Source: an optimization exercise on an open RTL-to-GDS flow (aim: small area). Production flows keep margins and buffers that such runs may drop.
RTL that was checked went through simulation tests only; none was proved equivalent to the original.
For runs 6 and 7, only the layout was checked, not whether the RTL still works.
Power is estimated from default activity; no workload was simulated.

## flow/design.v

```verilog
module ircore_tx (
    input  wire        clk,
    input  wire        rst,             
    input  wire        enq_valid,       
    input  wire        enq_rc6,         
    input  wire [2:0]  enq_mode,        
    input  wire [7:0]  enq_a,           
    input  wire [7:0]  enq_b,           
    output wire        enq_ready,       
    output wire        tx,              
    output wire        tx_idle          
);
    localparam [1:0] ST_IDLE = 2'd0, ST_HDR = 2'd1, ST_DAT = 2'd2, ST_TRL = 2'd3;
    reg  [19:0] q [0:8];
    reg  [8:0]  v;              
    wire [8:0]  fr;             
    wire        pop;            
    assign fr[8] = ~v[8] | pop;
    genvar gi;
    generate
        for (gi = 0; gi < 8; gi = gi + 1) begin : g_fr
            assign fr[gi] = ~v[gi] | fr[gi + 1];
        end
    endgenerate
    assign enq_ready = fr[0];
    assign tx_idle   = ~|v;
    always @(posedge clk) begin
        if (fr[0]) q[0] <= {enq_rc6, enq_mode, enq_a, enq_b};
    end
    generate
        for (gi = 1; gi < 9; gi = gi + 1) begin : g_q
            always @(posedge clk) begin
                if (fr[gi]) q[gi] <= q[gi - 1];
            end
        end
    endgenerate
    always @(posedge clk) begin
        if (rst) v <= 9'd0;
        else     v <= (fr & {v[7:0], enq_valid}) | (~fr & v);
    end
    wire [19:0] hd  = q[8];
    wire        rc6 = hd[19];
    reg [1:0]  st;
    reg        h;               
    reg [4:0]  n;               
    reg [3:0]  u;               
    reg [10:0] pre;             
    reg        tg;              
    wire tick = rc6 ? (pre == 11'd887) : (pre == 11'd1124);
    wire [7:0] src = n[4] ? hd[7:0] : hd[15:8];
    wire       sb  = src[~n[2:0]];
    wire [3:0] mt  = {tg, hd[16], hd[17], hd[18]};
    wire       b   = rc6 ? ((n[4:3] == 2'b00) ? (n[2] ? mt[n[1:0]] : 1'b1) : sb)
                         : sb ^ n[3];
    wire       w2  = rc6 & (n[4:2] == 3'b001);    
    wire       last = rc6 ? (n == 5'd23) : (n == 5'd31);
    reg [3:0] lm1;              
    reg       lvl;
    always @* begin
        case (st)
            ST_HDR:  begin lm1 = h ? (rc6 ? 4'd1 : 4'd7) : (rc6 ? 4'd5 : 4'd15); lvl = ~h; end
            ST_DAT:  begin lm1 = rc6 ? {3'd0, w2} : ((h & b) ? 4'd2 : 4'd0);   lvl = rc6 ? (b ^ h) : ~h; end
            ST_TRL:  begin lm1 = rc6 ? 4'd5 : 4'd0; lvl = ~rc6; end
            default: begin lm1 = 4'd0; lvl = 1'b0; end
        endcase
    end
    wire idle = (st == ST_IDLE);
    wire hend = tick & (u == lm1);
    assign pop = (st == ST_TRL) & hend;
    assign tx  = lvl;
    always @(posedge clk) begin
        pre <= (idle | tick) ? 11'd0 : pre + 11'd1;
        u   <= (idle | hend) ? 4'd0 : (tick ? u + 4'd1 : u);
        h   <= idle ? 1'b0 : (hend ? ~h : h);
        if (hend & h) n <= (st == ST_HDR) ? (rc6 ? 5'd3 : 5'd0) : n + 5'd1;
    end
    always @(posedge clk) begin
        if (rst) begin
            st <= ST_IDLE;
            tg <= 1'b0;
        end else begin
            case (st)
                ST_IDLE: if (v[8]) st <= ST_HDR;
                ST_HDR:  if (hend & h) st <= ST_DAT;
                ST_DAT:  if (hend & h & last) st <= ST_TRL;
                ST_TRL:  if (hend) begin
                             st <= ST_IDLE;
                             if (rc6) tg <= ~tg;
                         end
            endcase
        end
    end
endmodule
```

## flow/run.sh

```bash
#!/bin/bash
# synth_recipe.tcl (not shown) runs the flow's synth.tcl, then flattens the netlist and writes it again
# the make line also repeats each setting of config.mk as NAME=value (left out here)
make -C /OpenROAD-flow-scripts/flow DESIGN_CONFIG=/design/flow/config.mk WORK_HOME=/design/flow/orfs CLKGATE_MAP_FILE= SYNTH_SCRIPT=/design/flow/synth_recipe.tcl finish
```

## flow/config.mk

```make
export PLATFORM = sky130hd
export DESIGN_NAME = ircore_tx
export DESIGN_NICKNAME = ircore_tx
export VERILOG_FILES = /design/flow/design.v
export SDC_FILE = /design/flow/constraint.sdc
export NUM_CORES = 4
export LEC_CHECK = 0
export CAP_MARGIN = 20
export CORE_MARGIN = 2
export CORE_UTILIZATION = 40
export SLEW_MARGIN = 20
```

## flow/constraint.sdc

```tcl
create_clock -name core_clock -period 10.0 [get_ports {clk}]
set_input_delay 2.0000 -clock core_clock [delete_from_list [all_inputs] [get_ports {clk}]]
set_output_delay 2.0000 -clock core_clock [all_outputs]
set_load 0.01 [all_outputs]
```

==> metrics.md, run 1 <==
| Metric | Value |
|---|---|
| GRT met2 Usage | between 10% and 20% |
| Mapped Area | approximately 7400 µm² |
| Syn_nets | about 430 |
| Fin worst setup slack | roughly 2700 ps |
| Cell leakage power | ~3 nW |
| Clock Tree Buf Depth | 3 |
| Final slew viol count | 0 |
| Die X | approximately 140 µm |
| H-Tree Depth | 1 |
| Reg area | 6120 µm² |
| Diodes inserted | 0 |
| DRT antenna net count | 0 |
| I/O Pins | 26 |
| Post-synth EDFFs | 185 |
| Share of layout cells above drive strength 1 | 12.1% |
| Synth area leader | edfxtp_1 |
| Routability cong. | roughly 0.8 |
| GRT Max-Usage Layer | met2 |
| Multi-input logic area | 1180 µm² |
| Worst EP arrival | 5330 ps |
| Routed len/inst | 13.5 µm |
| Core Box Area | between 15000 and 20000 µm² |
| CTS clk-pin slew, worst paths | ~60 ps |
| Final Total Pwr | 1.85 mW |
| PortBufs | 25 |
| Met3 GRT Util | 2.22% |
| Residual DRC | 0 |
| Status | finished clean |
| R2r setup slk | 5430 ps |
| Area contributors post-synth | edfxtp_1 (75%), dfxtp_1 (7.6%), mux4_2 (1.8%), ha_1 (1.4%), nor2_1 (1.3%) |
| Pre-CTS WS | about 3100 ps |
| Fmax | between 0.1 and 0.15 GHz |
| Clock skew | 21.0 ps |
| Pin count of the biggest net entering global routing | 27 |
| Crit end category | primary output |
| Most frequent CP cell | mux4_2 |
| Clk sinks | ~210 |
| Worst R2R End | q[0][17]$_DFFE_PP_ |
| Finished Cell Area | ~8600 µm² |
| Hold Worst Slack | just over 400 ps |
| Vias post-DR | between 3000 and 4000 |
| Dpl cell area | 7900 µm² |
| Register area share after synthesis | between 80 and 90% |
| Worst min path class | reg -> reg |
| Unique masters post-synth | 56 |
| Cell count after placement | ~640 |
| Fin Setup TNS | 0 ps |
| Clk latency of the worst-skew pair | 500 ps |
| Finish-stage setup viols | 0 |
| Most frequent cells after synthesis | edfxtp_1 (185), dfxtp_1 (28), nor2_1 (25), nand2_1 (16), inv_1 (11) |
| Initial antenna violation count | 0 |
| Post-CTS setup buffer count | 0 |
| Post-layout utilization of the core | between 40% and 50% |
| Yosys warning total | 2 |
| Post-route insts no fill | 684 |
| Startpoint Class | flip-flop |
| Layout area overhead | 16.0% |
| Total CTS buffers | 23 |
| Period minus WS final | ~7300 ps |
| Relative slew slack | approximately a third |
| Worst Setup EP | enq_ready |
| Crit Path Max Fanout | 26 |
| DP Wirelength | around 6.1 mm |
| Crit path from | n[4]$_SDFFCE_PP0P_ |
| Vert. Die Dim | between 100 and 150 µm |
| Total gr overflow | 0 |
| Post-CTS sizing | 0 |
| Area share of the leading cell type in the synthesized netlist | between 70% and 80% |
| Period utilization | approximately 73% |
| Ys flop type | edfxtp_1 |
| Peak supply drop | roughly 0.00014 V |
| Final hold vios | 0 |
| CTS Hold Bufs | 0 |
| Reg2reg start | n[4]$_SDFFCE_PP0P_ |
| Post-Route WL | roughly 9.2 mm |
| Die ar. | slightly below 20000 µm² |
| FP Rows | between 40 and 50 |
| Initial Utilization | roughly 41% |
| CP max-delay cell | clkdlybuf4s50_1 |
| Final nets | 470 |
| DR vias/cell | roughly 4.8 |
| Worst Path Required | ~8000 ps |
| Clk root buf | clkbuf_16 |
| CP peak stage delay | a little under 600 ps |
| #FFs+latches synth | 213 |
| DRT Pass-1 Iters | 4 |
| Mapped Avg Cell Area | around 19 µm² |
| # Max-Cap Violations | 0 |
| Power per cell area | 216 nW/µm² |
| Post-synth ARST share | 0% |
| Setup CP Type | reg -> out |
| Met1 Usage GRT | 11.5% |
| FF-to-FF path depth | 13 |
| First-pass GRT wire length | roughly 16 mm |
| Synth Instances | 398 |
| # fillers | roughly 1500 |
| Most common cell in the netlist | edfxtp_1 |
| GR Util All Layers | 9.79% |
| Cell chain of the critical path | mux4_2, mux4_2, o221ai_1, o21ai_0, ha_1, a21oi_1, nor4_1, nor3_1, and4_1, a21oi_2, inv_2, or3_1, buf_4, clkdlybuf4s50_1 |
| Vias in the first global route | about 3400 |
| Worst Tran Pin Value | about 1000 ps |
| RSZ-0062 raised after global routing | false |
| DR iter-0 viols | approximately 190 |
| CTS tree | yes |
[cell type report]
| type | instances | share of cell area, % |
|---|---|---|
| clock buffers | 31 | 7.05 |
| clock inverters | 10 | 0.946 |
| inverters | 12 | 0.524 |
| multi-input cells | 161 | 13.8 |
| flip-flops and latches | 213 | 71.2 |
| well taps | 229 | 3.33 |
| repair buffers | 28 | 3.22 |
[power by group]
group          switching, mW  total, mW  internal, mW
registers             0.0171       1.03          1.01
clock network          0.305      0.756         0.451
logic                 0.0402     0.0721        0.0319
total                  0.362       1.85          1.49
[cells in the final DEF, fill, tap and decap left out, types with 2 or more instances in the layout]
cell / count
clkinv_2: 4
nand2b_1: 5
xnor2_1: 10
nor4_1: 4
and2_1: 2
clkdlybuf4s50_1: 25
nor3_1: 8
buf_4: 2
clkbuf_1: 8
mux4_2: 6
edfxtp_1: 185
a21oi_2: 2
clkbuf_16: 23
nor2_1: 25
nand3_1: 9
or3_1: 2
inv_1: 11
dfxtp_1: 28
nand2_1: 16
xor2_1: 10
clkinv_1: 2
a311oi_1: 2
a21oi_1: 9
and4_1: 2
o21ai_0: 4
ha_1: 8
nand4_1: 6
o31ai_1: 2
[sequential cells by signal, indices dropped and copies added (netlist names), named ones only]
register and cells:
tg 1, q 180, h 1, u 4, st 2, pre 11
n 5
[logic make-up (layout without fill, tap and decap cells)]
group | Yosys count | after routing | share of synthesized area, %
XOR/XNOR | 20 | 20 | 2.36
buffers and inverters | 24 | 81 | 1.54
adder cells (fa/ha/maj) | 8 | 8 | 1.35
flip-flops | 213 | 213 | 82.5
multiplexers | 8 | 8 | 2.11
AND/OR/NAND/NOR | 90 | 90 | 6.62
AO/OA/AOI/OAI | 35 | 35 | 3.50
[worst min-delay path by stage]
stage	from	end	slack, ps	cells after the start
2_1_floorplan	q[0][0]$_DFFE_PP_	q[1][0]$_DFFE_PP_	400	0
3_3_place_gp	q[2][16]$_DFFE_PP_	q[3][16]$_DFFE_PP_	400	0
3_5_place_dp	q[0][12]$_DFFE_PP_	q[1][12]$_DFFE_PP_	400	0
4_1_cts	q[3][5]$_DFFE_PP_	q[4][5]$_DFFE_PP_	400	0
5_1_grt	q[3][5]$_DFFE_PP_	q[4][5]$_DFFE_PP_	410	0
6_report	q[6][12]$_DFFE_PP_	q[7][12]$_DFFE_PP_	400	0
[worst max-delay path: cells and delay by family (launching register included)]
kind / cells / cell delay, ps
multiplexers: 2 / 1080
AO/OA/AOI/OAI: 4 / 600
AND/OR/NAND/NOR: 4 / 1090
flip-flops: 1 / 580
adder cells (fa/ha/maj): 1 / 220
buffers and inverters: 3 / 1250
[routing by layer]
metal  up-vias  wire (µm)
met3        25        460
li1       1610          -
met5         -          0
met1      1556       3800
met2        71       4650
met4         0        301
==> run 2, diff against run 1 <==
--- a/flow/config.mk
+++ b/flow/config.mk
@@ -8,4 +8,5 @@
 export CAP_MARGIN = 20
 export CORE_MARGIN = 2
 export CORE_UTILIZATION = 40
+export CTS_BUF_LIST = sky130_fd_sc_hd__clkbuf_4
 export SLEW_MARGIN = 20
==> run 2 against run 1 <==
Compared with the run above: still clean on timing, DRC and antenna; worst hold slack better by 2.1 ps; sequential cell count unchanged; core utilization up 0.21 points; power down 1.7%; die area unchanged; sequential power about the same; clock power down 4.0%; synthesized area unchanged; largest cell class unchanged.
==> metrics.md, run 2 <==
| Metric | Value |
|---|---|
| Die ar. | between 15000 and 20000 µm² |
| CP max-delay cell | clkdlybuf4s50_1 |
| FP Rows | between 40 and 50 |
| Vias post-DR | about 3500 |
| CTS Hold Bufs | 0 |
| Power per cell area | 211 nW/µm² |
| Clock Tree Buf Depth | 3 |
| Cell family with most CP delay | buffers and inverters |
| Relative slew slack | a little under a third |
| Final hold vios | 0 |
| Pin count of the biggest net entering global routing | 27 |
| Most frequent cells in the layout | edfxtp_1 (185), clkbuf_4 (84), dfxtp_1 (28), nor2_1 (25), clkdlybuf4s50_1 (25) |
| Post-Route WL | just under 10 mm |
| Share of layout cells above drive strength 1 | between 20% and 30% |
| Vert. Die Dim | 140 µm |
| Final nets | 500 |
| Cell chain of the critical path | mux4_2, mux4_2, o221ai_1, o21ai_0, ha_1, a21oi_1, nor4_1, nor3_1, and4_1, a21oi_2, inv_2, or3_1, buf_4, clkdlybuf4s50_1 |
| Finish-stage setup viols | 0 |
| Worst EP arrival | between 5000 and 6000 ps |
| Yosys warning total | 2 |
| Ys flop type | edfxtp_1 |
| Core Box Area | between 15000 and 20000 µm² |
| R2r setup slk | ~5400 ps |
| Synth area leader | edfxtp_1 |
| DRT Pass-1 Iters | 4 |
| Peak supply drop | 0.000112 V |
| CTS tree | yes |
| Post-CTS sizing | 0 |
| Cell leakage power | slightly above 3 nW |
| Clock skew | 22.7 ps |
| GR Util All Layers | about a tenth |
| Register area share after synthesis | around 83% |
| Routability cong. | around 0.8 |
| Wl on met1 | 4.00 mm |
| RSZ-0062 raised after global routing | false |
| H-Tree Depth | 2 |
| Dpl cell area | between 7000 and 8000 µm² |
| Post-layout utilization of the core | 47.7% |
| Status | finished clean |
| Worst Path Required | 8000 ps |
| Most frequent cells after synthesis | edfxtp_1 (185), dfxtp_1 (28), nor2_1 (25), nand2_1 (16), inv_1 (11) |
| DR vias/cell | around 4.7 |
| Setup CP Type | reg -> out |
| Clk latency of the worst-skew pair | 620 ps |
| Post-synth ARST share | 0% |
| Residual DRC | 0 |
| Total CTS buffers | between 50 and 60 |
| DR top layer | met4 |
| DP Wirelength | about 6.1 mm |
| Total gr overflow | 0 |
| Worst min path class | reg -> reg |
| Vias in the first global route | about 3600 |
| Post-synth EDFFs | ~190 |
| Fmax | roughly 0.13 GHz |
| Most common cell after layout, fill and taps aside | edfxtp_1 |
| Final Total Pwr | about 1.8 mW |
| PortBufs | 25 |
| Most common cell in the netlist | edfxtp_1 |
| Final slew viol count | 0 |
| Initial Utilization | just over 40% |
| I/O Pins | 26 |
| Clk sinks | 213 |
| Area share of the leading cell type in the synthesized netlist | around 75% |
| # Max-Cap Violations | 0 |
| Met2 wire length | about 4.9 mm |
| Mapped Area | roughly 7400 µm² |
| Top Registers | q x180, pre x11, n x5 |
| Crit Path Max Fanout | 26 |
| Crit end category | primary output |
| Startpoint Class | flip-flop |
| Initial antenna violation count | 1 |
| Metal3 WL | just under 500 µm |
| Largest reg by FF count | q |
| Period minus WS final | approximately 7400 ps |
| DR iter-0 viols | ~160 |
| Mapped Avg Cell Area | 18.6 µm² |
| Most frequent CP cell | mux4_2 |
| Area contributors post-synth | edfxtp_1 (75%), dfxtp_1 (7.6%), mux4_2 (1.8%), ha_1 (1.4%), nor2_1 (1.3%) |
| Synth Instances | between 300 and 400 |
| Layout area overhead | 16.5% |
| CP peak stage delay | around 600 ps |
| Finished Cell Area | about 8600 µm² |
| Hold Worst Slack | 405 ps |
| Clk root buf | clkbuf_4 |
| Die X | ~140 µm |
| Post-CTS setup buffer count | 0 |
| Period utilization | 74.5% |
| Unique masters post-synth | 56 |
| DRT antenna net count | 0 |
| Syn_nets | 429 |
| First-pass GRT wire length | 16.5 mm |
| #FFs+latches synth | 213 |
| Routed len/inst | 12.9 µm |
| Worst Tran Pin Value | 1020 ps |
| WP buf/inv | 3 |
| Number of flip-flops in the largest register | 180 |
| CTS clk-pin slew, worst paths | 60 ps |
| Fin Setup TNS | 0 ps |
[run 2: cell counts after synthesis]
Identical to the previous run, type by type.
[run 2: worst register-to-register path, cell delays in order (launching register included)]
cell and delay (ps):
edfxtp_1 580, mux4_2 560, mux4_2 520, o221ai_1 180, o21ai_0 120, ha_1 220
a21oi_1 180, nor4_1 60, nor3_1 480, and4_1 340, a21oi_2 120, inv_2 410
or3_1 220, buf_4 260
[run 2: worst paths after layout]
path / start / to / cells past startpoint
worst max-delay path: n[4]$_SDFFCE_PP0P_ / enq_ready / 14
worst min-delay path: q[5][5]$_DFFE_PP_ / q[6][5]$_DFFE_PP_ / 0
worst max register to register: n[4]$_SDFFCE_PP0P_ / q[0][9]$_DFFE_PP_ / 13
worst min register to register: q[5][5]$_DFFE_PP_ / q[6][5]$_DFFE_PP_ / 0
[run 2: per-stage QoR]
stage / setup WS, ps / instances
after floorplan: 4110 / 398
after global placement: 3270 / 642
after detailed placement: 3140 / 642
after CTS: 2430 / 742
after global routing: 1980 / 744
final: 2550 / 744
[run 2: kinds of logic after synthesis]
logic type	Yosys count	share of synthesized area, %
compound gates	35	3.50
mux	8	2.11
buf+inv	24	1.54
flops	213	82.5
fa+ha+maj	8	1.35
xor+xnor	20	2.36
simple gates	90	6.62
[run 2: power by group]
group,internal [mW],switching [mW],leakage [nW]
combinational,0.0318,0.0399,0.452
clock,0.408,0.318,0.425
sequential,1.01,0.0170,2.18
[run 2: area by class of cell]
cell class                 count  area (µm²)
fill                        1520        9450
sequential                   213        6120
multi-input combinational    161        1180
clock buffer                  84         631
tap                          229         287
timing repair buffer          28         277
clock inverter                16        91.3
inverter                      12        45.0
antenna                        1        2.50
[run 2: per-layer routing]
| metal | up-vias | track usage [%] |
|---|---|---|
| li1 | 1715 | - |
| met4 | 0 | 6.86 |
| met3 | 22 | 3.32 |
| met2 | 77 | 17.5 |
| met5 | - | 0 |
| met1 | 1656 | 11.4 |
==> run 3, diff against run 2 <==
--- a/flow/config.mk
+++ b/flow/config.mk
@@ -8,5 +8,7 @@
 export CAP_MARGIN = 20
 export CORE_MARGIN = 2
 export CORE_UTILIZATION = 40
-export CTS_BUF_LIST = sky130_fd_sc_hd__clkbuf_4
+export CTS_BUF_LIST = sky130_fd_sc_hd__clkbuf_16
+export CTS_CLUSTER_DIAMETER = 100
+export CTS_CLUSTER_SIZE = 30
 export SLEW_MARGIN = 20
==> run 3 against run 2 <==
Compared with the run above: still clean; clock-buffer cell count is 73 lower; die area stayed put; synthesized cell count stayed put; cell area is 4.8% lower; sequential cell count stayed put; first-iteration DRC count is 20% higher; worst hold slack better by 15 ps; non-clock buffer count stayed put; combinational power hardly changed; highest routed layer unchanged.
==> metrics.md, run 3 <==
| Metric | Value |
|---|---|
| Sw Share | around 20% |
| Clock Tree Buf Depth | 3 |
| Initial Utilization | around two fifths |
| RSZ-0062 raised after global routing | false |
| H-Tree Depth | 1 |
| Diodes inserted | 0 |
| Synth Instances | between 300 and 400 |
| Register area share after synthesis | about 83% |
| DR vias/cell | 4.78 |
| Final nets | roughly 460 |
| Pre-CTS WS | roughly 3100 ps |
| FP Rows | between 40 and 50 |
| Reg area | between 6000 and 7000 µm² |
| Final slew viol count | 0 |
| Routability cong. | between 0.7 and 0.8 |
| Post-synth EDFFs | between 150 and 200 |
| Crit Path Max Fanout | 26 |
| Synth Area in Compound Gates | under 10% |
| Post-synth ARST share | 0% |
| Vias post-DR | 3146 |
| Startpoint Class | flip-flop |
| CTS tree | yes |
| HP Start | q[0][17]$_DFFE_PP_ |
| Number of flip-flops in the largest register | 180 |
| Area share of the leading cell type in the synthesized netlist | between 70% and 80% |
| Cell leakage power | roughly 2.8 nW |
| Initial antenna violation count | 0 |
| Top Registers | q x180, pre x11, n x5 |
| Largest reg by FF count | q |
| Worst min path class | reg -> reg |
| Vias in the first global route | between 3000 and 4000 |
| Clk pwr share | between 20% and 30% |
| PortBufs | 25 |
| Most frequent cells in the layout | edfxtp_1 (185), dfxtp_1 (28), nor2_1 (25), clkdlybuf4s50_1 (25), nand2_1 (16) |
| Internal power | 1.24 mW |
| # fillers | approximately 1500 |
| Clock skew | between 15 and 20 ps |
| Die X | 140 µm |
| Reg2reg start | n[4]$_SDFFCE_PP0P_ |
| Post-route insts no fill | ~660 |
| Peak supply drop | between 0.0001 and 0.00015 V |
| Crit path from | n[4]$_SDFFCE_PP0P_ |
| Sequential share of power | roughly two thirds |
| Relative slew slack | a little under a third |
| Vert. Die Dim | around 140 µm |
| XOR/XNOR Fraction of Synth Area | 2.36% |
| Status | finished clean |
| Worst Path Required | approximately 8000 ps |
| CTS clk-pin slew, worst paths | roughly 110 ps |
| Worst Tran Pin Value | between 1000 and 1500 ps |
| Largest family of logic cells by synthesized area | simple AND/OR/NAND/NOR gates |
| Total gr overflow | 0 |
| Sw power | around 0.31 mW |
| Share of layout cells above drive strength 1 | 8.86% |
| Fin worst setup slack | ~2700 ps |
| Most common cell after layout, fill and taps aside | edfxtp_1 |
| Synth Area in Simple Gates | 6.62% |
| Routed len/inst | 13.7 µm |
| Synth area leader | edfxtp_1 |
| Most frequent cells after synthesis | edfxtp_1 (185), dfxtp_1 (28), nor2_1 (25), nand2_1 (16), inv_1 (11) |
| Syn_nets | approximately 430 |
| Unique masters post-synth | 56 |
| Post-Route WL | 9.01 mm |
| Final hold vios | 0 |
| DRT antenna net count | 0 |
| Cell count after placement | ~640 |
| Power per cell area | around 190 nW/µm² |
| Post-CTS setup buffer count | 0 |
| Crit end category | primary output |
| Period utilization | between 70% and 80% |
| Worst EP arrival | 5320 ps |
| Layout area overhead | 10.9% |
| Combinational Power Share | between 4 and 5% |
| Yosys warning total | 2 |
| Mapped Area | between 7000 and 8000 µm² |
| DR iter-0 viols | around 190 |
| Fin Setup TNS | 0 ps |
| #FFs+latches synth | ~210 |
| Core Box Area | approximately 18000 µm² |
| Mapped Avg Cell Area | ~19 µm² |
| I/O Pins | 26 |
| CTS Hold Bufs | 0 |
| Post-CTS sizing | 0 |
| Pin count of the biggest net entering global routing | 32 |
| Die ar. | just under 20000 µm² |
| Clk latency of the worst-skew pair | between 400 and 500 ps |
| DRT Pass-1 Iters | 4 |
| GR Util All Layers | roughly a tenth |
| Clk root buf | clkbuf_16 |
| Period minus WS final | roughly 7300 ps |
| Area contributors post-synth | edfxtp_1 (75%), dfxtp_1 (7.6%), mux4_2 (1.8%), ha_1 (1.4%), nor2_1 (1.3%) |
| Mux contribution to synthesized area | 2.11% |
| # Max-Cap Violations | 0 |
| Total CTS buffers | 11 |
| DP Wirelength | 6.12 mm |
| Fmax | about 0.14 GHz |
| First-pass GRT wire length | 15.2 mm |
| Clk sinks | about 210 |
| Ys flop type | edfxtp_1 |
| Finish-stage setup viols | 0 |
| Synth Area in Adders | around 1.4% |
| Residual DRC | 0 |
| Setup CP Type | reg -> out |
| Most common cell in the netlist | edfxtp_1 |
| Multi-input logic area | roughly 1200 µm² |
[run 3: final timing paths]
kind	slack [ps]	cells after the start	end
setup / recovery	2680	14	enq_ready
hold / removal	420	0	q[1][17]$_DFFE_PP_
setup reg to reg	5410	13	q[0][11]$_DFFE_PP_
hold reg to reg	420	0	q[1][17]$_DFFE_PP_
[run 3: logic make-up after synthesis]
kind of cell | Yosys count
AOI/OAI and AO/OA | 35
and+or+nand+nor | 90
muxes | 8
DFF | 213
adders and majority gates | 8
buffers and inverters | 24
xor gates and xnor gates | 20
[run 3: worst max-delay path, cell delays in order, from the launching register on]
cell and delay, ps:
edfxtp_1 600, mux4_2 560, mux4_2 520, o221ai_1 180
o21ai_0 120, ha_1 220, a21oi_1 180, nor4_1 60
nor3_1 480, and4_1 340, a21oi_2 120, inv_2 410
or3_1 220, buf_4 260, clkdlybuf4s50_1 590
[run 3: layer usage]
metal | GRT usage, % | vias up | part of all wire (%)
met1 | 11.9 | 1518 | 44
met4 | 3.40 | 0 | 2.5
met3 | 1.54 | 15 | 3.7
met5 | 0 | - | 0
li1 | - | 1564 | -
met2 | 16.5 | 49 | 50
[run 3: cell type report]
class | instances | area share, %
flip-flops and latches | 213 | 74.4
multi-input cells | 161 | 14.4
well taps | 229 | 3.49
repair buffers | 28 | 3.36
clock buffers | 11 | 3.35
inverters | 12 | 0.548
clock inverters | 4 | 0.457
[run 3: power groups by stage]
| stage | clock [mW] | sequential (mW) | combinational, mW |
|---|---|---|---|
| after global placement | 0 | 1.04 | 0.0696 |
| after CTS | 0.480 | 1.02 | 0.0725 |
| after floorplan | 0 | 1.04 | 0.0516 |
| after global routing | 0.509 | 1.03 | 0.0808 |
| after detailed placement | 0 | 1.04 | 0.0720 |
| final | 0.459 | 1.02 | 0.0717 |
[run 3: per-stage QoR]
step                utilization, %  hold WS [ps]  power, mW  area, µm²
global route                  45.5           424       1.62       8220
floorplan                        -           400       1.09       7410
CTS                           45.4           420       1.58       8210
detailed placement            43.7           405       1.12       7900
global placement              43.7           401       1.11       7900
finish                        45.5           420       1.55       8220
==> run 4, diff against run 3 <==
--- a/flow/config.mk
+++ b/flow/config.mk
@@ -8,7 +8,7 @@
 export CAP_MARGIN = 20
 export CORE_MARGIN = 2
 export CORE_UTILIZATION = 40
-export CTS_BUF_LIST = sky130_fd_sc_hd__clkbuf_16
-export CTS_CLUSTER_DIAMETER = 100
-export CTS_CLUSTER_SIZE = 30
+export CTS_BUF_LIST = sky130_fd_sc_hd__clkbuf_4 sky130_fd_sc_hd__clkbuf_8
+export CTS_CLUSTER_DIAMETER = 50
+export CTS_CLUSTER_SIZE = 15
 export SLEW_MARGIN = 20
==> run 4 against run 3 <==
Compared with the run above: sequential cell count did not move; final cell count is 2.3% higher; fmax fell by 0.52%; power grew 1.5%; non-clock buffer count is the same; first-iteration DRC count decreased by 10%; largest power group unchanged; global-route usage increased by 0.24 points; routed wire length is 2.2% higher; critical path type unchanged; core utilization rose by 0.30 points; worst setup slack worse by 38 ps; clock skew decreased by 3.6 ps.
==> metrics.md, run 4 <==
| Metric | Value |
|---|---|
| Most frequent CP cell | mux4_2 |
| Total gr overflow | 0 |
| Area share of the leading cell type in the synthesized netlist | roughly three quarters |
| I/O Pins | 26 |
| Clk sinks | roughly 210 |
| Area contributors post-synth | edfxtp_1 (75%), dfxtp_1 (7.6%), mux4_2 (1.8%), ha_1 (1.4%), nor2_1 (1.3%) |
| WP buf/inv | 3 |
| Sw Share | between 20% and 30% |
| Core Box Area | 18100 µm² |
| Final slew viol count | 0 |
| Top Registers | q x180, pre x11, n x5 |
| Reg2reg start | n[4]$_SDFFCE_PP0P_ |
| DR vias/cell | about 4.8 |
| Worst R2R End | q[0][19]$_DFFE_PP_ |
| FP Rows | 49 |
| CTS tree | yes |
| Crit path from | n[4]$_SDFFCE_PP0P_ |
| Register area share after synthesis | around 83% |
| Initial antenna violation count | 0 |
| CP peak stage delay | about 600 ps |
| Cell leakage power | 2.82 nW |
| Die ar. | ~20000 µm² |
| Clk latency of the worst-skew pair | just under 500 ps |
| Cell chain of the critical path | mux4_2, mux4_2, xnor2_1, o21ai_0, ha_1, a21oi_1, o31a_1, nor3_1, and4_1, a21oi_2, inv_2, or3_1, buf_4, clkdlybuf4s50_1 |
| PortBufs | 25 |
| Startpoint Class | flip-flop |
| Ys flop type | edfxtp_1 |
| Share of layout cells above drive strength 1 | 12.2% |
| Unique masters post-synth | 56 |
| Worst min path class | reg -> reg |
| Period minus WS final | between 7000 and 8000 ps |
| Relative slew slack | 30.8% |
| Mapped Area | around 7400 µm² |
| Multi-input logic area | ~1200 µm² |
| Fin Setup TNS | 0 ps |
| Most common cell in the netlist | edfxtp_1 |
| Clock Tree Buf Depth | 3 |
| R2r setup slk | around 5400 ps |
| Vias in the first global route | approximately 3300 |
| # Max-Cap Violations | 0 |
| Pin count of the biggest net entering global routing | 27 |
| Residual DRC | 0 |
| Crit Path Max Fanout | 26 |
| Most common cell after layout, fill and taps aside | edfxtp_1 |
| DR iter-0 viols | roughly 170 |
| Clock skew | around 13 ps |
| Hold path cells | 0 |
| CTS Hold Bufs | 0 |
| Synth area leader | edfxtp_1 |
| CP max-delay cell | edfxtp_1 |
| Routed len/inst | 13.7 µm |
| DRT Pass-1 Iters | 4 |
| Crit end category | primary output |
| Power per cell area | ~190 nW/µm² |
| DRT antenna net count | 0 |
| Finish-stage setup viols | 0 |
| Fmax | 0.136 GHz |
| Worst Hold Path EP | q[3][17]$_DFFE_PP_ |
| Initial Utilization | between 40% and 50% |
| Clk pwr share | 30.6% |
| H-Tree Depth | 1 |
| FF-to-FF path depth | 13 |
| GR Util All Layers | around a tenth |
| Die X | roughly 140 µm |
| Cell family with most CP delay | buffers and inverters |
| Syn_nets | 429 |
| Internal power | ~1.3 mW |
| Post-CTS setup buffer count | 0 |
| First-pass GRT wire length | 15.6 mm |
| Final hold vios | 0 |
| Worst EP arrival | 5350 ps |
| Peak supply drop | 0.000121 V |
| # fillers | roughly 1500 |
| Setup CP Type | reg -> out |
| Post-CTS sizing | 0 |
| Vert. Die Dim | between 100 and 150 µm |
| #FFs+latches synth | roughly 210 |
| Worst Path Required | around 8000 ps |
| Most frequent cells in the layout | edfxtp_1 (185), dfxtp_1 (28), nor2_1 (25), clkdlybuf4s50_1 (25), clkbuf_8 (21) |
| Most frequent cells after synthesis | edfxtp_1 (185), dfxtp_1 (28), nor2_1 (25), nand2_1 (16), inv_1 (11) |
| Clk root buf | clkbuf_8 |
| Yosys warning total | 2 |
| HP Start | q[2][17]$_DFFE_PP_ |
| Vias post-DR | between 3000 and 4000 |
| RSZ-0062 raised after global routing | false |
| Hold Worst Slack | ~420 ps |
| Sequential share of power | about 65% |
| Total CTS buffers | 20 |
| Combinational Power Share | under 10% |
| Routability cong. | 0.785 |
| Post-synth ARST share | 0% |
| CTS clk-pin slew, worst paths | 90 ps |
| Post-Route WL | between 9 and 10 mm |
| Status | finished clean |
| Period utilization | between 70% and 80% |
| Number of flip-flops in the largest register | 180 |
| Diodes inserted | 0 |
| Final nets | 467 |
| Worst Tran Pin Value | between 1000 and 1500 ps |
| Post-synth EDFFs | ~190 |
| Reg area | around 6100 µm² |
| Layout area overhead | 11.7% |
| DP Wirelength | around 6 mm |
| Synth Instances | slightly below 400 |
| Sw power | between 0.3 and 0.4 mW |
| Largest reg by FF count | q |
| Mapped Avg Cell Area | 18.6 µm² |
## run 4: cell types whose count changed in the layout (fill, tap and decap cells not counted), sizes merged
| cell | before | now |
|---|---|---|
| clkbuf | 11 | 24 |
| clkinvlp | 0 | 1 |
| inv | 14 | 15 |
## run 4: cell families after synthesis
family	Yosys count	share of synthesized area, %
adders and majority gates	8	1.35
DFF	213	82.5
buffers and inverters	24	1.54
AOI/OAI and AO/OA	35	3.50
muxes	8	2.11
and+or+nand+nor	90	6.62
xor gates and xnor gates	20	2.36
## run 4: layout make-up
cell class              count  share of cell area (%)
flip-flops and latches    213                    73.9
multi-input cells         161                    14.3
clock buffers              24                    3.76
well taps                 229                    3.46
repair buffers             28                    3.34
clock inverters             6                   0.665
inverters                  12                   0.544
## run 4: worst reg2reg max path, stage by stage, from the launching register on
cell and delay [ps]:
edfxtp_1 590, mux4_2 570, mux4_2 520, xnor2_1 140
o21ai_0 170, ha_1 190, a21oi_1 80, o31a_1 250
nor3_1 420, and4_1 330, a21oi_2 120, inv_2 410
or3_1 230, buf_4 260
## run 4: worst max path at each step
stage                     cells past startpoint        end
after floorplan                              13  enq_ready
after global placement                       14  enq_ready
after detailed placement                     14  enq_ready
after CTS                                    14  enq_ready
after global routing                         14  enq_ready
final                                        14  enq_ready
## run 4: per-layer routing
metal  share of wire, %  GRT usage, %
met2                 50          16.9
met1                 43          11.7
met4                2.2          4.04
met3                4.8          1.98
met5                  0             0
## run 4: power by group through the flow
stage | clock network [mW] | registers (mW) | logic [mW]
5_1_grt | 0.540 | 1.03 | 0.0808
3_3_place_gp | 0 | 1.04 | 0.0696
2_1_floorplan | 0 | 1.04 | 0.0516
4_1_cts | 0.508 | 1.02 | 0.0725
6_report | 0.483 | 1.02 | 0.0716
3_5_place_dp | 0 | 1.04 | 0.0720
## run 4: through the flow
stage          setup WS, ps  power, mW  std cells  area, µm²  util, %
2_1_floorplan          4110       1.09        398       7410        -
6_report               2650       1.58        673       8280     45.8
5_1_grt                2120       1.65        673       8280     45.8
3_5_place_dp           3140       1.12        642       7900     43.7
3_3_place_gp           3270       1.11        642       7900     43.7
4_1_cts                2570       1.60        672       8260     45.7
==> run 5, diff against run 4 <==
--- a/flow/config.mk
+++ b/flow/config.mk
@@ -8,7 +8,7 @@
 export CAP_MARGIN = 20
 export CORE_MARGIN = 2
 export CORE_UTILIZATION = 40
-export CTS_BUF_LIST = sky130_fd_sc_hd__clkbuf_4 sky130_fd_sc_hd__clkbuf_8
-export CTS_CLUSTER_DIAMETER = 50
-export CTS_CLUSTER_SIZE = 15
+export CTS_BUF_LIST = sky130_fd_sc_hd__clkbuf_8
+export CTS_CLUSTER_DIAMETER = 60
+export CTS_CLUSTER_SIZE = 20
 export SLEW_MARGIN = 20
==> run 5 against run 4 <==
Compared with the run above: sequential power barely moved; largest cell class unchanged; die area did not move; synthesized area did not move; global-route usage fell by 0.24 points.
==> metrics.md, run 5 <==
| Metric | Value |
|---|---|
| Reg2reg start | n[4]$_SDFFCE_PP0P_ |
| Startpoint Class | flip-flop |
| Crit end category | primary output |
| Initial Utilization | around 41% |
| Layout area overhead | 10.3% |
| Top Registers | q x180, pre x11, n x5 |
| Syn_nets | 429 |
| Ys flop type | edfxtp_1 |
| Post-synth EDFFs | 185 |
| Core Box Area | 18100 µm² |
| Crit Path Max Fanout | 26 |
| Post-CTS sizing | 0 |
| Die ar. | about 20000 µm² |
| Area contributors post-synth | edfxtp_1 (75%), dfxtp_1 (7.6%), mux4_2 (1.8%), ha_1 (1.4%), nor2_1 (1.3%) |
| FF-to-FF path depth | 13 |
| Worst Setup EP | enq_ready |
| Register area share after synthesis | about 83% |
| Worst min path class | reg -> reg |
| Worst Path Required | around 8000 ps |
| Residual DRC | 0 |
| Pin count of the biggest net entering global routing | 27 |
| Final slew viol count | 0 |
| Vias in the first global route | about 3200 |
| Finish-stage setup viols | 0 |
| Initial antenna violation count | 0 |
| DR iter-0 viols | approximately 180 |
| CP peak stage delay | around 600 ps |
| Die X | between 100 and 150 µm |
| DR vias/cell | about 4.8 |
| Mapped Area | about 7400 µm² |
| Largest reg by FF count | q |
| Vert. Die Dim | ~140 µm |
| Vias post-DR | between 3000 and 4000 |
| GR Util All Layers | 9.42% |
| CTS Hold Bufs | 0 |
| Final nets | ~460 |
| Unique masters post-synth | 56 |
| Cell chain of the critical path | mux4_2, mux4_2, o221ai_1, o21ai_0, ha_1, a21oi_1, nor4_1, nor3_1, and4_1, a21oi_2, inv_2, or3_1, buf_4, clkdlybuf4s50_1 |
| Power per cell area | around 180 nW/µm² |
| Post-synth ARST share | 0% |
| Most common cell after layout, fill and taps aside | edfxtp_1 |
| Routability cong. | 0.785 |
| Synth Instances | about 400 |
| Cell count after placement | ~640 |
| Peak supply drop | ~0.00011 V |
| Period utilization | 73.3% |
| H-Tree Depth | 1 |
| Post-CTS setup buffer count | 0 |
| Clock skew | around 12 ps |
| Area share of the leading cell type in the synthesized netlist | 75.0% |
| Routed len/inst | between 10 and 15 µm |
| Relative slew slack | a little under a third |
| CTS clk-pin slew, worst paths | around 110 ps |
| # Max-Cap Violations | 0 |
| Period minus WS final | between 7000 and 8000 ps |
| Post-route insts no fill | 664 |
| Clk latency of the worst-skew pair | between 400 and 500 ps |
| Clk sinks | between 200 and 250 |
| PortBufs | 25 |
| CP max-delay cell | edfxtp_1 |
| Status | finished clean |
| Fin Setup TNS | 0 ps |
| Final hold vios | 0 |
| Synth area leader | edfxtp_1 |
| DP Wirelength | 6.12 mm |
| CTS tree | yes |
| Share of layout cells above drive strength 1 | 9.89% |
| Clk root buf | clkbuf_8 |
| #FFs+latches synth | 213 |
| FP Rows | around 50 |
| Mapped Avg Cell Area | roughly 19 µm² |
| Number of flip-flops in the largest register | 180 |
| Crit path from | n[4]$_SDFFCE_PP0P_ |
| Most frequent CP cell | mux4_2 |
| First-pass GRT wire length | approximately 15 mm |
| Yosys warning total | 2 |
| DRT antenna net count | 0 |
| Most common cell in the netlist | edfxtp_1 |
| Most frequent cells after synthesis | edfxtp_1 (185), dfxtp_1 (28), nor2_1 (25), nand2_1 (16), inv_1 (11) |
| DRT Pass-1 Iters | 4 |
| Total gr overflow | 0 |
| Most frequent cells in the layout | edfxtp_1 (185), dfxtp_1 (28), nor2_1 (25), clkdlybuf4s50_1 (25), nand2_1 (16) |
| Cell leakage power | about 2.8 nW |
| RSZ-0062 raised after global routing | false |
| Setup CP Type | reg -> out |
| Fmax | approximately 0.14 GHz |
| Diodes inserted | 0 |
| Worst Tran Pin Value | between 1000 and 1500 ps |
| Total CTS buffers | 15 |
| Post-Route WL | between 9 and 10 mm |
| R2r setup slk | 5410 ps |
| Worst EP arrival | roughly 5300 ps |
| Post-layout utilization of the core | a little under half |
| Clock Tree Buf Depth | 3 |
| I/O Pins | 26 |
| Worst R2R End | q[0][9]$_DFFE_PP_ |
| Hold path cells | 0 |
## run 5: kinds of logic after synthesis
kind of cell	share of synthesized area, %
xor+xnor	2.36
buf+inv	1.54
simple gates	6.62
mux	2.11
fa+ha+maj	1.35
compound gates	3.50
flops	82.5
## run 5: worst min path at each step
stage / endpoint / startpoint / slack [ps]
3_5_place_dp: q[1][12]$_DFFE_PP_ / q[0][12]$_DFFE_PP_ / 400
5_1_grt: q[7][0]$_DFFE_PP_ / q[6][0]$_DFFE_PP_ / 430
2_1_floorplan: q[1][0]$_DFFE_PP_ / q[0][0]$_DFFE_PP_ / 400
4_1_cts: q[7][0]$_DFFE_PP_ / q[6][0]$_DFFE_PP_ / 420
3_3_place_gp: q[3][16]$_DFFE_PP_ / q[2][16]$_DFFE_PP_ / 400
6_report: q[2][10]$_DFFE_PP_ / q[1][10]$_DFFE_PP_ / 420
## run 5: report_power, final
part	internal, mW	switching, mW	total [mW]
registers	1.01	0.0169	1.02
clock network	0.169	0.247	0.417
logic	0.0318	0.0398	0.0717
## run 5: per-stage QoR
step                      cell area [µm²]  total power [mW]  hold WS [ps]  worst slack (ps)
after floorplan                      7410              1.09           400              4110
after global placement               7900              1.11           401              3270
after detailed placement             7900              1.12           405              3140
after CTS                            8170              1.53           422              2580
after global routing                 8180              1.58           431              2120
final                                8180              1.51           420              2670
## run 5: critical path, delay by kind of cell, from the launching register on
kind | cells | cell delay, ps
buffers and inverters | 3 | 1250
and+or+nand+nor | 4 | 1110
muxes | 2 | 1080
DFF | 1 | 600
AOI/OAI and AO/OA | 4 | 600
adders and majority gates | 1 | 220
## run 5: area by class of cell
| cell class | instances | area [µm²] |
|---|---|---|
| multi-input combinational | 161 | 1180 |
| tap | 229 | 287 |
| sequential | 213 | 6120 |
| timing repair buffer | 28 | 277 |
| clock inverter | 6 | 62.6 |
| inverter | 12 | 45.0 |
| fill | 1528 | 9910 |
| clock buffer | 15 | 206 |
## run 5: routing by layer
metal / up-vias / track usage, % / part of all wire [%]
met1: 1517 / 11.5 / 42
li1: 1574 / - / -
met3: 15 / 2.09 / 5.5
met2: 59 / 16.6 / 50
met4: 0 / 3.46 / 2.3
met5: - / 0 / 0
==> run 6, diff against run 5 <==
==> flow/design.v (replaced) <==
module ircore_tx (
    input  wire        clk,
    input  wire        rst,             
    input  wire        enq_valid,       
    input  wire        enq_rc6,         
    input  wire [2:0]  enq_mode,        
    input  wire [7:0]  enq_a,           
    input  wire [7:0]  enq_b,           
    output wire        enq_ready,       
    output wire        tx,              
    output wire        tx_idle          
);
    localparam [1:0] ST_IDLE = 2'd0, ST_HDR = 2'd1, ST_DAT = 2'd2, ST_TRL = 2'd3;
    reg  [19:0] q [0:8];
    reg  [8:0]  v;              
    wire [8:0]  fr;             
    wire        pop;            
    assign fr[8] = ~v[8] | pop;
    genvar gi;
    generate
        for (gi = 0; gi < 8; gi = gi + 1) begin : g_fr
            assign fr[gi] = ~v[gi] | fr[gi + 1];
        end
    endgenerate
    assign enq_ready = fr[0];
    assign tx_idle   = ~|v;
    always @(posedge clk) begin
        if (fr[0]) q[0] <= {enq_rc6, enq_mode, enq_a, enq_b};
    end
    generate
        for (gi = 1; gi < 9; gi = gi + 1) begin : g_q
            always @(posedge clk) begin
                if (fr[gi]) q[gi] <= q[gi - 1];
            end
        end
    endgenerate
    always @(posedge clk) begin
        if (rst) v <= 9'd0;
        else     v <= (fr & {v[7:0], enq_valid}) | (~fr & v);
    end
    wire [19:0] hd  = q[8];
    wire        rc6 = hd[19];
    reg        act;             
    reg [5:0]  n;               
    reg [1:0]  c;               
    reg [10:0] pre;             
    reg        tg;              
    wire tick = rc6 ? (pre == 11'b01010001111) : (pre == 11'b11101011101);
    wire [7:0] src = n[4] ? hd[7:0] : hd[15:8];
    wire       sb  = src[~n[2:0]];
    wire [3:0] mt  = {tg, hd[16], hd[17], hd[18]};
    wire       b   = rc6 ? ((n[4:3] == 2'b00) ? (n[2] ? mt[n[1:0]] : 1'b1) : sb)
                         : sb ^ n[3];
    wire       w2  = (n[4:3] == 2'b00) & (n[2] | (n[1] ^ n[0]));
    wire lvl = rc6 ? ((n[4:0] == 5'd1) | (~(n[4] & n[3]) & (b ^ (w2 ? c[1] : c[0]))))
                   : (n[5] ? ~(n[2] & n[1]) : (c == 2'd0));
    wire cl   = rc6 ? w2 : (n[5] | b);
    wire send = c[0] & (c[1] == cl);
    wire fend = rc6 ? ((n[4:0] == 5'd26) & c[0]) : n[5] & ~n[4];
    assign pop = act & tick & fend;
    assign tx  = act & lvl;
    always @(posedge clk) begin
        pre <= (~act | tick) ? 11'd0 : {pre[9:0], ~(pre[10] ^ pre[8])};
        if (~act) begin
            n <= rc6 ? 6'd1 : 6'd58;
            c <= 2'd0;
        end else if (tick) begin
            if (send) begin
                n <= n + 6'd1;
                c <= 2'd0;
            end else begin
                c <= c + 2'd1;
            end
        end
    end
    always @(posedge clk) begin
        if (rst) begin
            act <= 1'b0;
            tg  <= 1'b0;
        end else begin
            if (~act) act <= v[8];
            else if (pop) begin
                act <= 1'b0;
                if (rc6) tg <= ~tg;
            end
        end
    end
endmodule
==> run 6 against run 5 <==
Compared with the run above: combinational power fell by 54%; routed wire length down 10%; clock power shrank 5.3%; still clean on timing, DRC and antenna; non-clock buffer count grew 1; sequential share of layout area rose by 1.4 points; sequential cell count decreased by 3; register-to-register slack gained 1500 ps.
==> metrics.md, run 6 <==
| Metric | Value |
|---|---|
| Status | finished clean |
| DR vias/cell | 4.76 |
| Most frequent cells after synthesis | edfxtp_1 (186), dfxtp_1 (24), nor2_1 (16), a21oi_1 (15), and2_1 (13) |
| Mux contribution to synthesized area | roughly 3.0% |
| Setup CP Type | reg -> out |
| H-Tree Depth | 1 |
| Routed len/inst | 12.6 µm |
| CTS tree | yes |
| I/O Pins | 26 |
| Cell leakage power | around 2.8 nW |
| Period minus WS final | just under 6000 ps |
| Reg area | 6070 µm² |
| Fin Setup TNS | 0 ps |
| Top Registers | q x180, pre x11, n x6 |
| Clk root buf | clkbuf_8 |
| Cell chain of the critical path | clkinv_1, ha_1, nand2_1, nor3_1, a22o_1, a31oi_1, buf_4, nand4_1, or2_1, buf_4, clkdlybuf4s50_1 |
| Synth Area in Adders | less than 1% |
| Core Box Area | 17800 µm² |
| GRT Max-Usage Layer | met2 |
| Synth Area in Compound Gates | around 3.1% |
| Mapped Area | roughly 7200 µm² |
| Die X | around 140 µm |
| Largest family of logic cells by synthesized area | simple AND/OR/NAND/NOR gates |
| Clock Tree Buf Depth | 3 |
| Clock skew | 18.0 ps |
| Crit Path Max Fanout | 21 |
| Total gr overflow | 0 |
| Final slew viol count | 0 |
| DRT antenna net count | 0 |
| Vias post-DR | between 3000 and 4000 |
| Mapped Avg Cell Area | roughly 19 µm² |
| Post-route insts no fill | between 600 and 700 |
| Worst min path class | reg -> reg |
| Final nets | 437 |
| Initial antenna violation count | 0 |
| XOR/XNOR Fraction of Synth Area | 1.10% |
| GR Util All Layers | under 10% |
| Clk latency of the worst-skew pair | 480 ps |
| FP Rows | a little under 50 |
| Share of layout cells above drive strength 1 | 8.45% |
| Register area share after synthesis | 84.3% |
| Startpoint Class | flip-flop |
| Diodes inserted | 0 |
| DR iter-0 viols | 163 |
| Vias in the first global route | about 3000 |
| Area share of the leading cell type in the synthesized netlist | between 70% and 80% |
| Layout area overhead | 10.7% |
| Post-synth ARST share | 0% |
| Synth Area in Simple Gates | a little over 6% |
| # fillers | 1535 |
| Met1 Usage GRT | 9.94% |
| PortBufs | 25 |
| Worst EP arrival | about 3800 ps |
| Die ar. | 19100 µm² |
| DP Wirelength | around 5.3 mm |
| Yosys warning total | 2 |
| RSZ-0062 raised after global routing | false |
| Post-CTS sizing | 0 |
| Power per cell area | 180 nW/µm² |
| Final Total Pwr | around 1.4 mW |
| Syn_nets | slightly above 400 |
| Pin count of the biggest net entering global routing | 24 |
| CP max-delay cell | edfxtp_1 |
| Post-CTS setup buffer count | 0 |
| Largest reg by FF count | q |
| Peak supply drop | 0.000113 V |
| #FFs+latches synth | between 200 and 250 |
| Final hold vios | 0 |
| Routability cong. | slightly below 0.8 |
| Worst Path Required | ~8000 ps |
| Synth Instances | 377 |
| Post-layout utilization of the core | 44.8% |
| Finish-stage setup viols | 0 |
| First-pass GRT wire length | 13.7 mm |
| Worst Tran Pin Value | ~890 ps |
| Relative slew slack | 40.8% |
| DRT Pass-1 Iters | 4 |
| Post-Route WL | 8.11 mm |
| CP peak stage delay | 560 ps |
| Cell count after placement | between 600 and 700 |
| Clk sinks | 210 |
| Multi-input logic area | between 1000 and 1500 µm² |
| # Max-Cap Violations | 0 |
| GRT met2 Usage | between 15 and 20% |
| Residual DRC | 0 |
| Ys flop type | edfxtp_1 |
| Total CTS buffers | 15 |
| Most frequent cells in the layout | edfxtp_1 (186), clkdlybuf4s50_1 (25), dfxtp_1 (24), nor2_1 (16) |
| CTS Hold Bufs | 0 |
| Area contributors post-synth | edfxtp_1 (78%), dfxtp_1 (6.7%), and2_1 (1.1%), a21oi_1 (1.0%), mux4_2 (0.94%) |
| Synth area leader | edfxtp_1 |
| Vert. Die Dim | between 100 and 150 µm |
| Most frequent CP cell | buf_4 |
| CTS clk-pin slew, worst paths | between 100 and 150 ps |
| Crit end category | primary output |
| Most common cell after layout, fill and taps aside | edfxtp_1 |
| Initial Utilization | between 40% and 50% |
| Fmax | 0.173 GHz |
| Most common cell in the netlist | edfxtp_1 |
| Post-synth EDFFs | 186 |
| Unique masters post-synth | 50 |
| Number of flip-flops in the largest register | 180 |
| Period utilization | 57.8% |
| Met3 GRT Util | 1.97% |
==> run 6: cell count changes after synthesis, sizes merged, moves of 4 or more <==
cell and change:
ha -4, a21oi +4, a31oi +4, dfxtp -4, nor3 -6, nand2 -9, xor2 -6, xnor2 -5
mux2i +6, and2 +11, nor2b +5, nor2 -9
==> run 6: cell type report <==
class,instances,area share [%]
clock inverter,6,0.597
clock buffer,15,2.59
tap,229,3.60
inverter,14,0.676
multi-input combinational,140,12.8
timing repair buffer,29,3.61
sequential,210,76.2
==> run 6: critical path: cells and delay by family, from the launching register on <==
| family | cells | cell delay [ps] |
|---|---|---|
| flip-flops | 1 | 560 |
| adder cells (fa/ha/maj) | 1 | 270 |
| buffers and inverters | 4 | 1220 |
| AO/OA/AOI/OAI | 2 | 480 |
| AND/OR/NAND/NOR | 4 | 770 |
==> run 6: report_power, final <==
part / switching, mW / total [mW] / internal, mW
logic: 0.0130 / 0.0331 / 0.0202
registers: 0.0144 / 1.01 / 0.991
clock network: 0.248 / 0.395 / 0.147
==> run 6: layer usage <==
layer / wire length, µm / vias to the layer above / part of all wire [%]
li1: - / 1494 / -
met1: 3390 / 1490 / 42
met2: 4130 / 60 / 51
met3: 404 / 18 / 5.0
met4: 177 / 0 / 2.2
met5: 0 / - / 0
==> run 6: cell families after synthesis <==
| kind of cell | count (synthesis) |
|---|---|
| flops | 210 |
| simple gates | 79 |
| compound gates | 36 |
| buf+inv | 27 |
| mux | 12 |
| xor+xnor | 9 |
| fa+ha+maj | 4 |
==> run 6: worst paths after layout <==
kind	from	slack, ps	end	cells after the start
worst max register to register	n[4]$_DFFE_PP_	6950	n[3]$_DFFE_PP_	6
worst min register to register	q[6][7]$_DFFE_PP_	420	q[7][7]$_DFFE_PP_	0
worst max-delay path	n[0]$_DFFE_PP_	4220	enq_ready	11
worst min-delay path	q[6][7]$_DFFE_PP_	420	q[7][7]$_DFFE_PP_	0
==> run 6: per-stage QoR <==
step	hold WS, ps	cell area [µm²]	setup WS [ps]
2_1_floorplan	400	7190	5010
3_3_place_gp	400	7690	4130
3_5_place_dp	405	7690	4050
4_1_cts	418	7940	3480
5_1_grt	428	7960	3880
6_report	420	7960	4220
==> run 7, diff against run 6 <==
--- a/flow/config.mk
+++ b/flow/config.mk
@@ -8,7 +8,7 @@
 export CAP_MARGIN = 20
 export CORE_MARGIN = 2
 export CORE_UTILIZATION = 40
-export CTS_BUF_LIST = sky130_fd_sc_hd__clkbuf_8
-export CTS_CLUSTER_DIAMETER = 60
-export CTS_CLUSTER_SIZE = 20
+export CTS_BUF_LIST = sky130_fd_sc_hd__clkbuf_16
+export CTS_CLUSTER_DIAMETER = 100
+export CTS_CLUSTER_SIZE = 40
 export SLEW_MARGIN = 20
==> run 7 against run 6 <==
Compared with the run above: clock skew decreased by 8.7 ps; via count decreased by 1.1%; core utilization barely moved; sequential share of layout area is essentially flat; critical path depth stayed put; final cell count is 1.4% lower; global-route usage shrank 0.21 points; clock power is 4% higher; clock-buffer cell count decreased by 6; register-to-register slack about the same; synthesized area did not move; highest routed layer unchanged.
==> metrics.md, run 7 <==
| Metric | Value |
|---|---|
| Relative slew slack | 40.3% |
| Worst Tran Pin Value | approximately 900 ps |
| FF-to-FF path depth | 8 |
| Die ar. | between 15000 and 20000 µm² |
| Vert. Die Dim | 138 µm |
| Crit end category | primary output |
| Die X | around 140 µm |
| Clk latency of the worst-skew pair | roughly 460 ps |
| PortBufs | 25 |
| Initial Utilization | between 40% and 50% |
| Cell count after placement | 620 |
| R2r setup slk | around 7000 ps |
| Startpoint Class | flip-flop |
| FP Rows | 49 |
| Post-Route WL | around 8 mm |
| Worst Path Required | about 8000 ps |
| H-Tree Depth | 1 |
| Worst min path class | reg -> reg |
| Routed len/inst | between 10 and 15 µm |
| Period utilization | a little under three fifths |
| Worst R2R End | q[6][15]$_DFFE_PP_ |
| Layout area overhead | 10.7% |
| Final hold vios | 0 |
| Clock skew | approximately 9.3 ps |
| DRT Pass-1 Iters | 4 |
| Clk sinks | 210 |
| Area share of the leading cell type in the synthesized netlist | roughly 78% |
| Unique masters post-synth | 50 |
| Post-layout utilization of the core | between 40% and 50% |
| I/O Pins | 26 |
| Ys flop type | edfxtp_1 |
| Fin Setup TNS | 0 ps |
| RSZ-0062 raised after global routing | false |
| Vias post-DR | slightly above 3000 |
| Finish-stage setup viols | 0 |
| Worst EP arrival | around 3800 ps |
| CTS tree | yes |
| Post-synth EDFFs | about 190 |
| Area contributors post-synth | edfxtp_1 (78%), dfxtp_1 (6.7%), and2_1 (1.1%), a21oi_1 (1.0%), mux4_2 (0.94%) |
| Clk root buf | clkbuf_16 |
| First-pass GRT wire length | approximately 13 mm |
| Core Box Area | approximately 18000 µm² |
| Diodes inserted | 0 |
| Initial antenna violation count | 0 |
| Register area share after synthesis | between 80% and 90% |
| Total CTS buffers | 9 |
| Pin count of the biggest net entering global routing | between 40 and 50 |
| Cell leakage power | 2.77 nW |
| Synth Instances | roughly 380 |
| Largest reg by FF count | q |
| Crit Path Max Fanout | 21 |
| Worst Hold Path EP | q[2][17]$_DFFE_PP_ |
| Setup CP Type | reg -> out |
| Yosys warning total | 2 |
| Post-CTS setup buffer count | 0 |
| Cell chain of the critical path | clkinv_1, ha_1, nand2_1, nor3_1, a22o_1, a31oi_1, buf_4, nand4_1, or2_1, buf_4, clkdlybuf4s50_1 |
| Fmax | 0.174 GHz |
| DRT antenna net count | 0 |
| Final nets | ~430 |
| #FFs+latches synth | between 200 and 250 |
| # fillers | ~1500 |
| Post-CTS sizing | 0 |
| Syn_nets | about 400 |
| Peak supply drop | roughly 0.0001 V |
| Power per cell area | approximately 180 nW/µm² |
| Total gr overflow | 0 |
| Most frequent cells in the layout | edfxtp_1 (186), clkdlybuf4s50_1 (25), dfxtp_1 (24), nor2_1 (16), a21oi_1 (15) |
| CP max-delay cell | edfxtp_1 |
| Post-route insts no fill | approximately 630 |
| DR iter-0 viols | ~190 |
| Clock Tree Buf Depth | 3 |
| Mapped Area | 7190 µm² |
| Mapped Avg Cell Area | 19.1 µm² |
| Period minus WS final | approximately 5800 ps |
| Most common cell in the netlist | edfxtp_1 |
| Share of layout cells above drive strength 1 | 6.67% |
| Synth area leader | edfxtp_1 |
| Post-synth ARST share | 0% |
| CTS Hold Bufs | 0 |
| Routability cong. | 0.793 |
| Vias in the first global route | slightly below 3000 |
| DR vias/cell | between 4 and 5 |
| Hold path cells | 0 |
| Most frequent CP cell | buf_4 |
| HP Start | q[1][17]$_DFFE_PP_ |
| Most frequent cells after synthesis | edfxtp_1 (186), dfxtp_1 (24), nor2_1 (16), a21oi_1 (15), and2_1 (13) |
| Most common cell after layout, fill and taps aside | edfxtp_1 |
| Number of flip-flops in the largest register | 180 |
| Final slew viol count | 0 |
| Residual DRC | 0 |
| Status | finished clean |
| CP peak stage delay | about 560 ps |
| # Max-Cap Violations | 0 |
| CTS clk-pin slew, worst paths | between 100 and 150 ps |
| GR Util All Layers | approximately 8% |
| DP Wirelength | between 5 and 6 mm |
| Top Registers | q x180, pre x11, n x6 |
| Reg2reg start | n[0]$_DFFE_PP_ |
[run 7: cell counts after synthesis]
No cell type changed its count.
[run 7: how the worst max path moves through the flow]
stage / cells after the start / startpoint / slack [ps] / endpoint
after floorplan: 9 / n[0]$_DFFE_PP_ / 5010 / enq_ready
after global placement: 11 / n[0]$_DFFE_PP_ / 4130 / enq_ready
after detailed placement: 11 / n[0]$_DFFE_PP_ / 4050 / enq_ready
after CTS: 11 / n[0]$_DFFE_PP_ / 3500 / enq_ready
after global routing: 11 / n[0]$_DFFE_PP_ / 3910 / enq_ready
final: 11 / n[0]$_DFFE_PP_ / 4240 / enq_ready
[run 7: metal layers]
metal / up-vias / GRT usage, % / wire, µm
met5: - / 0 / 0
met4: 0 / 2.63 / 177
met3: 13 / 1.59 / 354
met2: 66 / 15.0 / 4090
met1: 1469 / 9.87 / 3290
li1: 1481 / - / -
[run 7: through the flow]
step / area (µm²) / hold WS (ps) / power [mW] / setup slack (ps)
after detailed placement: 7690 / 405 / 1.06 / 4050
after global routing: 7970 / 439 / 1.51 / 3910
final: 7970 / 428 / 1.45 / 4240
after CTS: 7940 / 429 / 1.47 / 3500
after floorplan: 7190 / 400 / 1.04 / 5010
after global placement: 7690 / 400 / 1.06 / 4130
[run 7: cell type report]
class,count,area [µm²],area share (%)
Tap cell,229,287,3.60
Clock buffer,9,225,2.83
Clock inverter,3,31.3,0.393
Multi-Input combinational cell,140,1020,12.8
Inverter,14,53.8,0.675
Sequential cell,210,6070,76.1
Timing Repair Buffer,29,288,3.61
[run 7: where the power goes]
part	total [mW]	leakage [nW]	internal [mW]	switching [mW]
clock network	0.412	0.128	0.172	0.239
registers	1.01	2.17	0.991	0.0141
logic	0.0331	0.479	0.0202	0.0130
[run 7: critical path: cells and delay by family, from the launching register on]
family | cells | cell delay, ps
buffers and inverters | 4 | 1220
AOI/OAI and AO/OA | 2 | 480
and+or+nand+nor | 4 | 760
adders and majority gates | 1 | 270
DFF | 1 | 560
[run 7: logic make-up after synthesis]
| family | count (synthesis) | synth area share, % |
|---|---|---|
| flops | 210 | 84.3 |
| simple gates | 79 | 6.23 |
| compound gates | 36 | 3.11 |
| buf+inv | 27 | 1.57 |
| mux | 12 | 2.99 |
| xor+xnor | 9 | 1.10 |
| fa+ha+maj | 4 | 0.696 |
==> run 8, diff against run 7 <==
--- a/flow/design.v
+++ b/flow/design.v
@@ -45,7 +45,7 @@
     reg [1:0]  c;               
     reg [10:0] pre;             
     reg        tg;              
-    wire tick = rc6 ? (pre == 11'b01010001111) : (pre == 11'b11101011101);
+    wire tick = rc6 ? (pre == 11'b11001111010) : (pre == 11'b01011001011);
     wire [7:0] src = n[4] ? hd[7:0] : hd[15:8];
     wire       sb  = src[~n[2:0]];
     wire [3:0] mt  = {tg, hd[16], hd[17], hd[18]};
@@ -60,7 +60,7 @@
     assign pop = act & tick & fend;
     assign tx  = act & lvl;
     always @(posedge clk) begin
-        pre <= (~act | tick) ? 11'd0 : {pre[9:0], ~(pre[10] ^ pre[8])};
+        pre <= (~act | tick) ? 11'd0 : {~pre[9:0], ~(pre[10] ^ pre[8])};
         if (~act) begin
             n <= rc6 ? 6'd1 : 6'd58;
             c <= 2'd0;
--- a/flow/config.mk
+++ b/flow/config.mk
@@ -8,7 +8,7 @@
 export CAP_MARGIN = 20
 export CORE_MARGIN = 2
 export CORE_UTILIZATION = 40
-export CTS_BUF_LIST = sky130_fd_sc_hd__clkbuf_16
-export CTS_CLUSTER_DIAMETER = 100
-export CTS_CLUSTER_SIZE = 40
+export CTS_BUF_LIST = sky130_fd_sc_hd__clkbuf_8
+export CTS_CLUSTER_DIAMETER = 60
+export CTS_CLUSTER_SIZE = 20
 export SLEW_MARGIN = 20
==> run 8 against run 7 <==
Compared with the run above: sequential cell count unchanged; combinational power down 16%; global-route usage grew 0.50 points; clock-buffer cell count grew 6; worst hold slack worse by 8.1 ps; core utilization increased by 0.56 points; critical endpoint unchanged; highest routed layer unchanged.
==> metrics.md, run 8 <==
| Metric | Value |
|---|---|
| Area contributors post-synth | edfxtp_1 (79%), dfxtp_1 (6.8%), nor2_1 (1.4%), a21oi_1 (0.99%), mux4_2 (0.95%) |
| Total gr overflow | 0 |
| CTS Hold Bufs | 0 |
| Finished Cell Area | 7850 µm² |
| Hold path cells | 1 |
| GR Util All Layers | about 8.7% |
| Crit Path Max Fanout | 22 |
| Final nets | about 430 |
| Ys flop type | edfxtp_1 |
| Cell leakage power | around 2.8 nW |
| Post-Route WL | slightly below 8 mm |
| FF-to-FF path depth | 4 |
| Synth Instances | roughly 370 |
| DR iter-0 viols | about 170 |
| Clock Tree Buf Depth | 3 |
| DRT antenna net count | 0 |
| Area share of the leading cell type in the synthesized netlist | 78.9% |
| Final Total Pwr | roughly 1.4 mW |
| Sequential share of power | 69.9% |
| Syn_nets | slightly below 400 |
| Mapped Avg Cell Area | about 19 µm² |
| Pin count of the biggest net entering global routing | 23 |
| Largest reg by FF count | q |
| Share of layout cells above drive strength 1 | under 10% |
| Post-CTS sizing | 0 |
| Routability cong. | between 0.8 and 0.9 |
| Worst Tran Pin Value | 965 ps |
| Dpl cell area | around 7600 µm² |
| Most frequent cells after synthesis | edfxtp_1 (186), nor2_1 (26), dfxtp_1 (24), a21oi_1 (14), inv_1 (12) |
| Post-route insts no fill | about 630 |
| Vert. Die Dim | roughly 140 µm |
| PortBufs | 25 |
| Vias in the first global route | between 2000 and 3000 |
| #FFs+latches synth | 210 |
| Final hold vios | 0 |
| Finish-stage setup viols | 0 |
| Die X | 137 µm |
| Clk latency of the worst-skew pair | roughly 480 ps |
| Routed len/inst | roughly 12 µm |
| Fmax | 0.172 GHz |
| Most frequent cells in the layout | edfxtp_1 (186), nor2_1 (26), clkdlybuf4s50_1 (25), dfxtp_1 (24), inv_1 (18) |
| Core Box Area | 17300 µm² |
| CTS clk-pin slew, worst paths | 110 ps |
| Final slew viol count | 0 |
| Peak supply drop | roughly 0.00011 V |
| Mapped Area | ~7100 µm² |
| Clock skew | around 8 ps |
| Register area share after synthesis | 85.7% |
| Diodes inserted | 0 |
| Initial Utilization | between 40% and 50% |
| Post-layout utilization of the core | a little under half |
| Fin worst setup slack | 4180 ps |
| Fin Setup TNS | 0 ps |
| Setup CP Type | reg -> out |
| # Max-Cap Violations | 0 |
| Hold Worst Slack | around 420 ps |
| Yosys warning total | 2 |
| Total CTS buffers | 14 |
| Relative slew slack | roughly 36% |
| Power per cell area | roughly 180 nW/µm² |
| Clk root buf | clkbuf_8 |
| Initial antenna violation count | 0 |
| DR vias/cell | 4.68 |
| Worst EP arrival | approximately 3800 ps |
| Post-CTS setup buffer count | 0 |
| Sw Share | a little under a fifth |
| Clk sinks | 210 |
| Unique masters post-synth | 52 |
| Internal power | between 1 and 1.5 mW |
| Clk pwr share | 28.1% |
| Most common cell after layout, fill and taps aside | edfxtp_1 |
| Status | finished clean |
| RSZ-0062 raised after global routing | false |
| Sw power | around 0.26 mW |
| Most common cell in the netlist | edfxtp_1 |
| I/O Pins | 26 |
| Post-synth EDFFs | roughly 190 |
| Top Registers | q x180, pre x11, n x6 |
| Pre-CTS WS | ~4700 ps |
| Period utilization | 58.2% |
| Post-synth ARST share | 0% |
| Die ar. | between 15000 and 20000 µm² |
| CTS tree | yes |
| First-pass GRT wire length | approximately 13 mm |
| Worst min path class | reg -> reg |
| Layout area overhead | 10.9% |
| Worst Path Required | 8000 ps |
| Vias post-DR | just under 3000 |
| Crit end category | primary output |
| H-Tree Depth | 1 |
| Combinational Power Share | around 1.9% |
| Period minus WS final | slightly below 6000 ps |
| DP Wirelength | about 5.2 mm |
| Number of flip-flops in the largest register | 180 |
| Cell count after placement | slightly above 600 |
| Startpoint Class | flip-flop |
| Synth area leader | edfxtp_1 |
| FP Rows | between 40 and 50 |
| Residual DRC | 0 |
| DRT Pass-1 Iters | 4 |
## run 8: cell count changes in the layout (fill, tap and decap cells not counted), moves of 3 or more
cell / change
and2_1: -12
clkbuf_16: -9
clkbuf_8: +15
inv_1: +7
mux2_2: +4
nand2_1: +3
nand4_1: -4
nor2_1: +10
nor4_1: +3
o21ai_0: -3
## run 8: kinds of logic after synthesis
group / synth area share [%]
xor+xnor: 0.743
flops: 85.7
simple gates: 5.27
fa+ha+maj: 0.707
compound gates: 3.57
mux: 2.65
buf+inv: 1.34
## run 8: path summary, 6_finish.rpt
path	from	to	slack, ps
worst max-delay path	n[0]$_DFFE_PP_	enq_ready	4180
worst min-delay path	pre[9]$_SDFF_PP0_	pre[10]$_SDFF_PP0_	420
worst max register to register	q[8][19]$_DFFE_PP_	q[2][2]$_DFFE_PP_	6800
worst min register to register	pre[9]$_SDFF_PP0_	pre[10]$_SDFF_PP0_	420
## run 8: power groups by stage
stage          Clock, mW  Sequential, mW  Combinational [mW]
6_report           0.405            1.01              0.0279
5_1_grt            0.459            1.01              0.0309
2_1_floorplan          0            1.02              0.0189
3_3_place_gp           0            1.02              0.0273
3_5_place_dp           0            1.03              0.0278
4_1_cts            0.425            1.01              0.0281
## run 8: final cells by class
cell class	count	area [µm²]
Multi-Input combinational cell	134	916
Tap cell	225	282
Inverter	13	48.8
Timing Repair Buffer	26	262
Clock buffer	15	206
Fill cell	1467	9450
Sequential cell	210	6070
Clock inverter	9	66.3
## run 8: metal layers
layer	up-vias	track usage, %	wire length [µm]
li1	1467	-	-
met1	1413	10.3	3190
met2	61	15.5	4060
met3	14	2.22	394
met4	0	3.21	141
met5	-	0	0
## run 8: critical path, stage by stage (launching register included)
cell             delay (ps)
edfxtp_1                570
inv_1                   180
ha_1                    170
nand4b_1                 90
o2bb2a_1                340
o41a_1                  530
nand3_1                 770
clkdlybuf4s50_1         690
